This is an optimization exercise on Yosys and OpenROAD, whose aim is small area and a short achievable clock period, not a production implementation. Where RTL was checked, it was by simulation tests only, not by an equivalence proof against the original. No driver is modelled on the clock port, so clock power and skew are understated where the tree is cut down; a real chip needs a root buffer or a tree. Power is estimated from default activity; no workload was simulated.

==> flow/design.v <==
module k2mix_rxdec (
    input  wire        clk,
    input  wire        rst,         
    input  wire        in_valid,
    input  wire [7:0]  in_byte,
    input  wire        in_last,
    output reg         out_valid,
    output reg  [2:0]  out_st,
    output reg  [7:0]  out_cmd,
    output reg  [7:0]  out_plen,
    output reg  [2:0]  out_kind,
    output reg  [7:0]  out_node,
    output reg  [31:0] out_val
);
    localparam [7:0] START_BYTE            = 8'h02;
    localparam [7:0] STOP_BYTE             = 8'h03;
    localparam [7:0] CMD_GET_VALUES        = 8'h04;
    localparam [7:0] CMD_SET_DUTY          = 8'h05;
    localparam [7:0] CMD_SET_CURRENT       = 8'h06;
    localparam [7:0] CMD_SET_CURRENT_BRAKE = 8'h07;
    localparam [7:0] CMD_FORWARD           = 8'h22;
    localparam [2:0] ST_OK    = 3'd1;
    localparam [2:0] ST_SHORT = 3'd2;
    localparam [2:0] ST_START = 3'd3;
    localparam [2:0] ST_LEN   = 3'd4;
    localparam [2:0] ST_SIZE  = 3'd5;
    localparam [2:0] ST_STOP  = 3'd6;
    localparam [2:0] ST_CRC   = 3'd7;
    localparam [2:0] K_RAW = 3'd0, K_DUTY = 3'd1, K_CURRENT = 3'd2,
                     K_BRAKE = 3'd3, K_GETVALUES = 3'd4, K_ROUTED = 3'd5;
    localparam [8:0] POS0 = 9'd508;
    reg         v_r;        
    reg         l_r;        
    reg  [7:0]  b_r;
    reg         rst_r;      
    always @(posedge clk) begin
        rst_r <= rst;
        v_r <= in_valid & ~rst;
        l_r <= in_last;
        b_r <= in_byte;
    end
    reg  [8:0]  pos;
    reg  [15:0] crc;
    reg         b0ok;       
    reg         p2is5;      
    wire [15:0] crc_nx;
    wire [7:0]  cx = crc[15:8] ^ b_r;
    wire [7:0]  cy = cx ^ {4'd0, cx[7:4]};
    assign crc_nx = {crc[7:0], 8'd0} ^ {cy[3:0], 12'd0} ^ {3'd0, cy, 5'd0} ^ {8'd0, cy};
    wire at0 = (pos == POS0);
    wire at1 = (pos == POS0 + 9'd1);
    wire at2 = (pos == POS0 + 9'd2);
    wire at3 = (pos == POS0 + 9'd3);
    wire at4 = (pos == 9'd0);
    wire l5  = (out_plen == 8'd5);
    wire l7  = (out_plen == 8'd7);
    wire l1  = (out_plen == 8'd1);
    wire val_sh = (l5 & (at3 | (pos <= 9'd2))) | (l7 & (pos >= 9'd1) & (pos <= 9'd4));
    wire short_c = (pos[8] & pos[7]) | at4;
    wire size_ok = (pos == {1'b0, out_plen});
    reg  [2:0] st;
    always @(*) begin
        if (short_c)                st = ST_SHORT;
        else if (!b0ok)             st = ST_START;
        else if (out_plen == 8'd0)  st = ST_LEN;
        else if (!size_ok)          st = ST_SIZE;
        else if (b_r != STOP_BYTE) st = ST_STOP;
        else if (crc != 16'd0)      st = ST_CRC;
        else                        st = ST_OK;
    end
    wire ok = (st == ST_OK);
    reg [2:0] kind;
    always @(*) begin
        if (l5 && out_cmd == CMD_SET_DUTY)                 kind = K_DUTY;
        else if (l5 && out_cmd == CMD_SET_CURRENT)         kind = K_CURRENT;
        else if (l5 && out_cmd == CMD_SET_CURRENT_BRAKE)   kind = K_BRAKE;
        else if (l1 && out_cmd == CMD_GET_VALUES)          kind = K_GETVALUES;
        else if (l7 && out_cmd == CMD_FORWARD && p2is5)    kind = K_ROUTED;
        else                                               kind = K_RAW;
    end
    wire has_val = (kind == K_DUTY) | (kind == K_CURRENT) | (kind == K_BRAKE) | (kind == K_ROUTED);
    wire last = v_r & l_r;
    wire take = v_r & ~l_r;             
    wire pos_sat  = pos[8] & ~pos[7];
    wire pos_set  = rst_r | last;
    wire pos_inc  = take & ~pos_sat;
    wire pos_keep = ~pos_set & ~pos_inc;
    wire [8:0] pos_p1 = pos + 9'd1;
    wire [8:0] pos_nx;
    k2mix_sel2 #(9) u_pos (.a(pos_inc), .b(pos_keep), .x(pos_p1), .y(pos), .z(pos_nx));
    always @(posedge clk) begin
        pos       <= pos_nx | ({9{pos_set}} & POS0);
        out_valid <= ~rst & last;
    end
    wire crc_ld   = v_r & ~(at0 | at1);
    wire b0_ld    = v_r & at0;
    wire p2_ld    = v_r & at4;
    wire plen_ld  = take & at1;
    wire cmd_ld   = take & at2;
    wire node_ld  = take & at3;
    wire val_ld   = take & val_sh;
    wire res_keep  = ~last | ok;                        
    wire node_keep = ~last | (ok & (kind == K_ROUTED));
    wire val_keep  = ~last | (ok & has_val);
    wire [15:0] crc_d;
    wire [7:0]  plen_d, cmd_d, node_d;
    wire [31:0] val_d;
    wire [1:0]  flag_d;
    k2mix_sel2 #(16) u_crc  (.a(crc_ld),  .b(~v_r),                  .x(crc_nx),   .y(crc),      .z(crc_d));
    k2mix_sel2 #(8)  u_plen (.a(plen_ld), .b(~plen_ld & res_keep),   .x(b_r),      .y(out_plen), .z(plen_d));
    k2mix_sel2 #(8)  u_cmd  (.a(cmd_ld),  .b(~cmd_ld & res_keep),    .x(b_r),      .y(out_cmd),  .z(cmd_d));
    k2mix_sel2 #(8)  u_node (.a(node_ld), .b(~node_ld & node_keep),  .x(b_r),      .y(out_node), .z(node_d));
    k2mix_sel2 #(32) u_val  (.a(val_ld),  .b(~val_ld & val_keep),    .x({out_val[23:0], b_r}), .y(out_val), .z(val_d));
    always @(posedge clk) begin
        crc      <= crc_d;
        b0ok     <= (b0_ld & (b_r == START_BYTE)) | (~b0_ld & b0ok);
        p2is5    <= (p2_ld & (b_r == CMD_SET_DUTY)) | (~p2_ld & p2is5);
        out_st   <= st;
        out_kind <= ok ? kind : K_RAW;
        out_plen <= plen_d;
        out_cmd  <= cmd_d;
        out_node <= node_d;
        out_val  <= val_d;
    end
endmodule
module k2mix_sel2 #(parameter W = 8) (
    input  wire         a,
    input  wire         b,
    input  wire [W-1:0] x,
    input  wire [W-1:0] y,
    output wire [W-1:0] z
);
    assign z = ({W{a}} & x) | ({W{b}} & y);
endmodule
clock: 10.0 ns
lec_check: 0
cap_margin: 20
core_margin: 2
core_utilization: 40
place_density: 0.6
slew_margin: 20
synth_hierarchical: 1
synth_minimum_keep_size: 0
standard.sh (not shown) runs the stock make flow with config.mk's settings and CLKGATE_MAP_FILE= SYNTH_SCRIPT=/design/flow/synth_recipe.tcl, a recipe that flattens the netlist after the stock synthesis.
==> flow/flow/run.sh <==
#!/bin/bash
# The standard layout, with two changes:
# - the port buffers are made of the smallest buffer (buf_1) instead of the
#   one buffer_ports picks by default;
# - the clock tree is one level of clock buffers (cts.tcl) instead of
#   ORFS's CTS step, for a shorter clock insertion delay.
set -euo pipefail
here=$(pwd)
ARGS=('BUFFER_PORTS_ARGS=-buffer_cell sky130_fd_sc_hd__buf_1')
bash standard.sh "${ARGS[@]}" place > flow_place.log 2>&1
RES=$(ls -d "$here"/orfs/results/*/k2mix_rxdec/base)
RES=$RES NBUF=${NBUF:-4} BUFCELL=${BUFCELL:-sky130_fd_sc_hd__clkbuf_16} \
  openroad -no_init -exit "$here/flow/cts.tcl" > flow_cts.log 2>&1
cp "$RES/4_1_cts.odb" "$RES/4_cts.odb"
cp "$RES/3_place.sdc" "$RES/4_cts.sdc"
bash standard.sh "${ARGS[@]}" finish > flow_finish.log 2>&1
Other scripts of this flow, unchanged in this note and not shown: flow/flow/cts.tcl
Edit:
--- a/flow/design.v
+++ b/flow/design.v
@@ -29,15 +29,13 @@
     localparam [2:0] K_RAW = 3'd0, K_DUTY = 3'd1, K_CURRENT = 3'd2,
                      K_BRAKE = 3'd3, K_GETVALUES = 3'd4, K_ROUTED = 3'd5;
     localparam [8:0] POS0 = 9'd508;
     reg         v_r;        
     reg         l_r;        
     reg  [7:0]  b_r;
-    reg         rst_r;      
     always @(posedge clk) begin
-        rst_r <= rst;
         v_r <= in_valid & ~rst;
         l_r <= in_last;
         b_r <= in_byte;
     end
     reg  [8:0]  pos;
     reg  [15:0] crc;
@@ -79,14 +77,14 @@
         else                                               kind = K_RAW;
     end
     wire has_val = (kind == K_DUTY) | (kind == K_CURRENT) | (kind == K_BRAKE) | (kind == K_ROUTED);
     wire last = v_r & l_r;
     wire take = v_r & ~l_r;             
     wire pos_sat  = pos[8] & ~pos[7];
-    wire pos_set  = rst_r | last;
-    wire pos_inc  = take & ~pos_sat;
+    wire pos_set  = rst | last;
+    wire pos_inc  = ~rst & take & ~pos_sat;
     wire pos_keep = ~pos_set & ~pos_inc;
     wire [8:0] pos_p1 = pos + 9'd1;
     wire [8:0] pos_nx;
     k2mix_sel2 #(9) u_pos (.a(pos_inc), .b(pos_keep), .x(pos_p1), .y(pos), .z(pos_nx));
     always @(posedge clk) begin
         pos       <= pos_nx | ({9{pos_set}} & POS0);
=> Design area barely changes; routed wire length rose by 2.1%; via count rose by 0.49%; total power fell by 1.7%; first-iteration DRC count rose by 31%; sequential share of layout area fell by 0.53 points; combinational power fell by about 4%; area after synthesis rose by 0.85%; cell count fell by 0.91%; die area rose by 0.81%.
For the second run of this note, only the layout was checked, not whether the RTL still works. No run of this note takes its clock network from TritonCTS; it comes from the design's own scripts or RTL.

* * *

## run a
k2mix_rxdec, a different RTL version from the one above (not shown whole).
Size in the first run: about 95 flip-flops, ~4100 um^2 of cells after synthesis.
==> module k2mix_rxdec, before the edit <==
module k2mix_rxdec (
    input  wire        clk,
    input  wire        rst,         
    input  wire        in_valid,
    input  wire [7:0]  in_byte,
    input  wire        in_last,
    output reg         out_valid,
    output reg  [2:0]  out_st,
    output reg  [7:0]  out_cmd,
    output reg  [7:0]  out_plen,
    output reg  [2:0]  out_kind,
    output reg  [7:0]  out_node,
    output reg  [31:0] out_val
);
    localparam [7:0] START_BYTE            = 8'h02;
    localparam [7:0] STOP_BYTE             = 8'h03;
    localparam [7:0] CMD_GET_VALUES        = 8'h04;
    localparam [7:0] CMD_SET_DUTY          = 8'h05;
    localparam [7:0] CMD_SET_CURRENT       = 8'h06;
    localparam [7:0] CMD_SET_CURRENT_BRAKE = 8'h07;
    localparam [7:0] CMD_FORWARD           = 8'h22;
    localparam [2:0] ST_OK    = 3'd1;
    localparam [2:0] ST_SHORT = 3'd2;
    localparam [2:0] ST_START = 3'd3;
    localparam [2:0] ST_LEN   = 3'd4;
    localparam [2:0] ST_SIZE  = 3'd5;
    localparam [2:0] ST_STOP  = 3'd6;
    localparam [2:0] ST_CRC   = 3'd7;
    localparam [2:0] K_RAW = 3'd0, K_DUTY = 3'd1, K_CURRENT = 3'd2,
                     K_BRAKE = 3'd3, K_GETVALUES = 3'd4, K_ROUTED = 3'd5;
    localparam [8:0] POS0 = 9'd508;
    reg  [8:0]  pos;
    reg  [15:0] crc;
    reg         b0ok;       
    reg         p2is5;      
    wire [15:0] crc_nx;
    wire [7:0]  cx = crc[15:8] ^ in_byte;
    wire [7:0]  cy = cx ^ {4'd0, cx[7:4]};
    assign crc_nx = {crc[7:0], 8'd0} ^ {cy[3:0], 12'd0} ^ {3'd0, cy, 5'd0} ^ {8'd0, cy};
    wire at0 = (pos == POS0);
    wire at1 = (pos == POS0 + 9'd1);
    wire at2 = (pos == POS0 + 9'd2);
    wire at3 = (pos == POS0 + 9'd3);
    wire at4 = (pos == 9'd0);
    wire l5  = (out_plen == 8'd5);
    wire l7  = (out_plen == 8'd7);
    wire l1  = (out_plen == 8'd1);
    wire val_sh = (l5 & (at3 | (pos <= 9'd2))) | (l7 & (pos >= 9'd1) & (pos <= 9'd4));
    wire short_c = (pos[8] & pos[7]) | at4;
    wire size_ok = (pos == {1'b0, out_plen});
    reg  [2:0] st_pre;      
    always @(*) begin
        if (short_c)                st_pre = ST_SHORT;
        else if (!b0ok)             st_pre = ST_START;
        else if (out_plen == 8'd0)  st_pre = ST_LEN;
        else if (!size_ok)          st_pre = ST_SIZE;
        else if (crc != 16'd0)      st_pre = ST_CRC;
        else                        st_pre = ST_OK;
    end
    reg  [2:0] st_r;
    reg        stop_ok;
    reg        fin;         
    wire [2:0] st = ((st_r == ST_OK || st_r == ST_CRC) && !stop_ok) ? ST_STOP : st_r;
    wire ok = (st == ST_OK);
    reg [2:0] kind;
    always @(*) begin
        if (l5 && out_cmd == CMD_SET_DUTY)                 kind = K_DUTY;
        else if (l5 && out_cmd == CMD_SET_CURRENT)         kind = K_CURRENT;
        else if (l5 && out_cmd == CMD_SET_CURRENT_BRAKE)   kind = K_BRAKE;
        else if (l1 && out_cmd == CMD_GET_VALUES)          kind = K_GETVALUES;
        else if (l7 && out_cmd == CMD_FORWARD && p2is5)    kind = K_ROUTED;
        else                                               kind = K_RAW;
    end
    wire has_val = (kind == K_DUTY) | (kind == K_CURRENT) | (kind == K_BRAKE) | (kind == K_ROUTED);
    wire last = in_valid & in_last;
    always @(posedge clk) begin
        if (rst) begin
            pos       <= POS0;
            fin       <= 1'b0;
            out_valid <= 1'b0;
        end else begin
            fin       <= last;
            out_valid <= fin;
            if (in_valid) begin
                if (in_last)
                    pos <= POS0;
                else if (!(pos[8] & !pos[7]))
                    pos <= pos + 9'd1;
            end
        end
    end
    always @(posedge clk) begin
        if (last) begin
            st_r    <= st_pre;
            stop_ok <= (in_byte == STOP_BYTE);
        end
        if (in_valid && !in_last) begin
            crc <= (at0 | at1) ? 16'd0 : crc_nx;
            if (at0) b0ok  <= (in_byte == START_BYTE);
            if (at4) p2is5 <= (in_byte == CMD_SET_DUTY);
        end
        if (fin) begin
            out_st   <= st;
            out_kind <= ok ? kind : K_RAW;
            if (!ok) out_cmd  <= 8'd0;
            if (!ok) out_plen <= 8'd0;
            if (!(ok && kind == K_ROUTED)) out_node <= 8'd0;
            if (!(ok && has_val)) out_val <= 32'd0;
        end
        if (in_valid) begin
            if (at1) out_plen <= in_byte;
            if (at2) out_cmd  <= in_byte;
            if (at3) out_node <= in_byte;
            if (val_sh) out_val <= {out_val[23:0], in_byte};
        end
    end
endmodule
==> flow/config.mk <==
export PLATFORM = sky130hd
export DESIGN_NAME = k2mix_rxdec
export DESIGN_NICKNAME = k2mix_rxdec
export VERILOG_FILES = /design/flow/design.v
export SDC_FILE = /design/flow/constraint.sdc
export NUM_CORES = 4
export LEC_CHECK = 0
export CAP_MARGIN = 20
export CORE_MARGIN = 2
export CORE_UTILIZATION = 40
export PLACE_DENSITY = 0.6
export SLEW_MARGIN = 20
==> flow/constraint.sdc <==
create_clock -name core_clock -period 10.0 [get_ports {clk}]
set_input_delay 2.0000 -clock core_clock [delete_from_list [all_inputs] [get_ports {clk}]]
set_output_delay 2.0000 -clock core_clock [all_outputs]
set_load 0.01 [all_outputs]
==> flow/flow/run.sh <==
#!/bin/bash
# The standard layout, with the port buffers made of the smallest
# buffer (buf_1) instead of the one buffer_ports picks by default.
set -euo pipefail
bash standard.sh 'BUFFER_PORTS_ARGS=-buffer_cell sky130_fd_sc_hd__buf_1' finish > standard_flow.log 2>&1
> inputs changed (run a -> run b)
--- a/flow/design.v
+++ b/flow/design.v
@@ -91,9 +91,11 @@
     end
     always @(posedge clk) begin
-        if (last) begin
-            st_r    <= st_pre;
-            stop_ok <= (in_byte == STOP_BYTE);
-        end
-        if (in_valid && !in_last) begin
+        st_r     <= st_pre;
+        stop_ok  <= (in_byte == STOP_BYTE);
+        out_st   <= st;
+        out_kind <= ok ? kind : K_RAW;
+    end
+    always @(posedge clk) begin
+        if (in_valid) begin
             crc <= (at0 | at1) ? 16'd0 : crc_nx;
             if (at0) b0ok  <= (in_byte == START_BYTE);
@@ -101,6 +103,4 @@
         end
         if (fin) begin
-            out_st   <= st;
-            out_kind <= ok ? kind : K_RAW;
             if (!ok) out_cmd  <= 8'd0;
             if (!ok) out_plen <= 8'd0;
Notes after the runs:
- Run b: all stages complete, timing, DRC and antenna checks passed
- Post-synthesis average cell area delta for run b relative to run a: 4.0% lower
- When run b is measured against run a, its total of plain and repair buffers excluding clock buffers turns out 1 higher.
- Diff run a..run b | maximum buffer depth of the clock tree | unchanged
- Per the comparison of run b with run a, worst hold path depth went down; die area down about 3%; data arrival time of the worst path +0.75 ns; global-route usage over all layers barely changed.
- Run b vs. run a: final critical-path required period increased by 0.51 ns relative to the old numbers; count of different cell masters after synthesis decreased by about 8% relative to the old numbers; fraction of area in multi-input gates increased by 0.22 points relative to the old numbers; setup TNS closely matched the old numbers; fraction of the mapped netlist area in adder cells closely matched the old numbers.
- [compare] base=run a new=run b: layout multi-input combinational cell count rose 2; remaining antenna violation count after routing about even.
Function was not checked in any run of this note: the RTL went through the layout flow alone.

## port drivers added, routing unchanged
The flow's constraints put no driver on any port. The routed layouts listed below were extracted and timed again, unchanged, in two steps.
Step 1 sets driving cells, clkbuf_16 on the clock port and buf_2 on the other inputs (assumed; they add their load-dependent delay and slew).
Step 2, shift: input delay + t, output delay - t, t = (earliest + latest rising clock arrival at the registers) / 2. This alone moves slack from input paths to output paths.
a / b / c = ideal ports / drivers / drivers and shift; a / b = the first two.
run	t (ns)	slack for setup (ns)	hold WS [ns]	worst setup path at the end	worst slew at a driven data input, ns
the first run of note 1	0.238	7.077 / 7.000 / 7.077	0.480 / 0.480 / 0.480	register to register	0.03
the second run of note 1	0.229	6.816 / 6.873 / 6.643	0.479 / 0.479 / 0.479	input to register	0.03
run a	0.393	6.722 / 6.732 / 6.339	0.464 / 0.464 / 0.464	input to register	0.03
run b	0.399	6.215 / 6.225 / 5.825	0.463 / 0.463 / 0.463	input to register	0.04
After both steps setup and hold are still met in every run listed. For run b, which loses most, drivers alone change the setup slack by +0.010 ns; drivers and shift together by -0.390 ns.
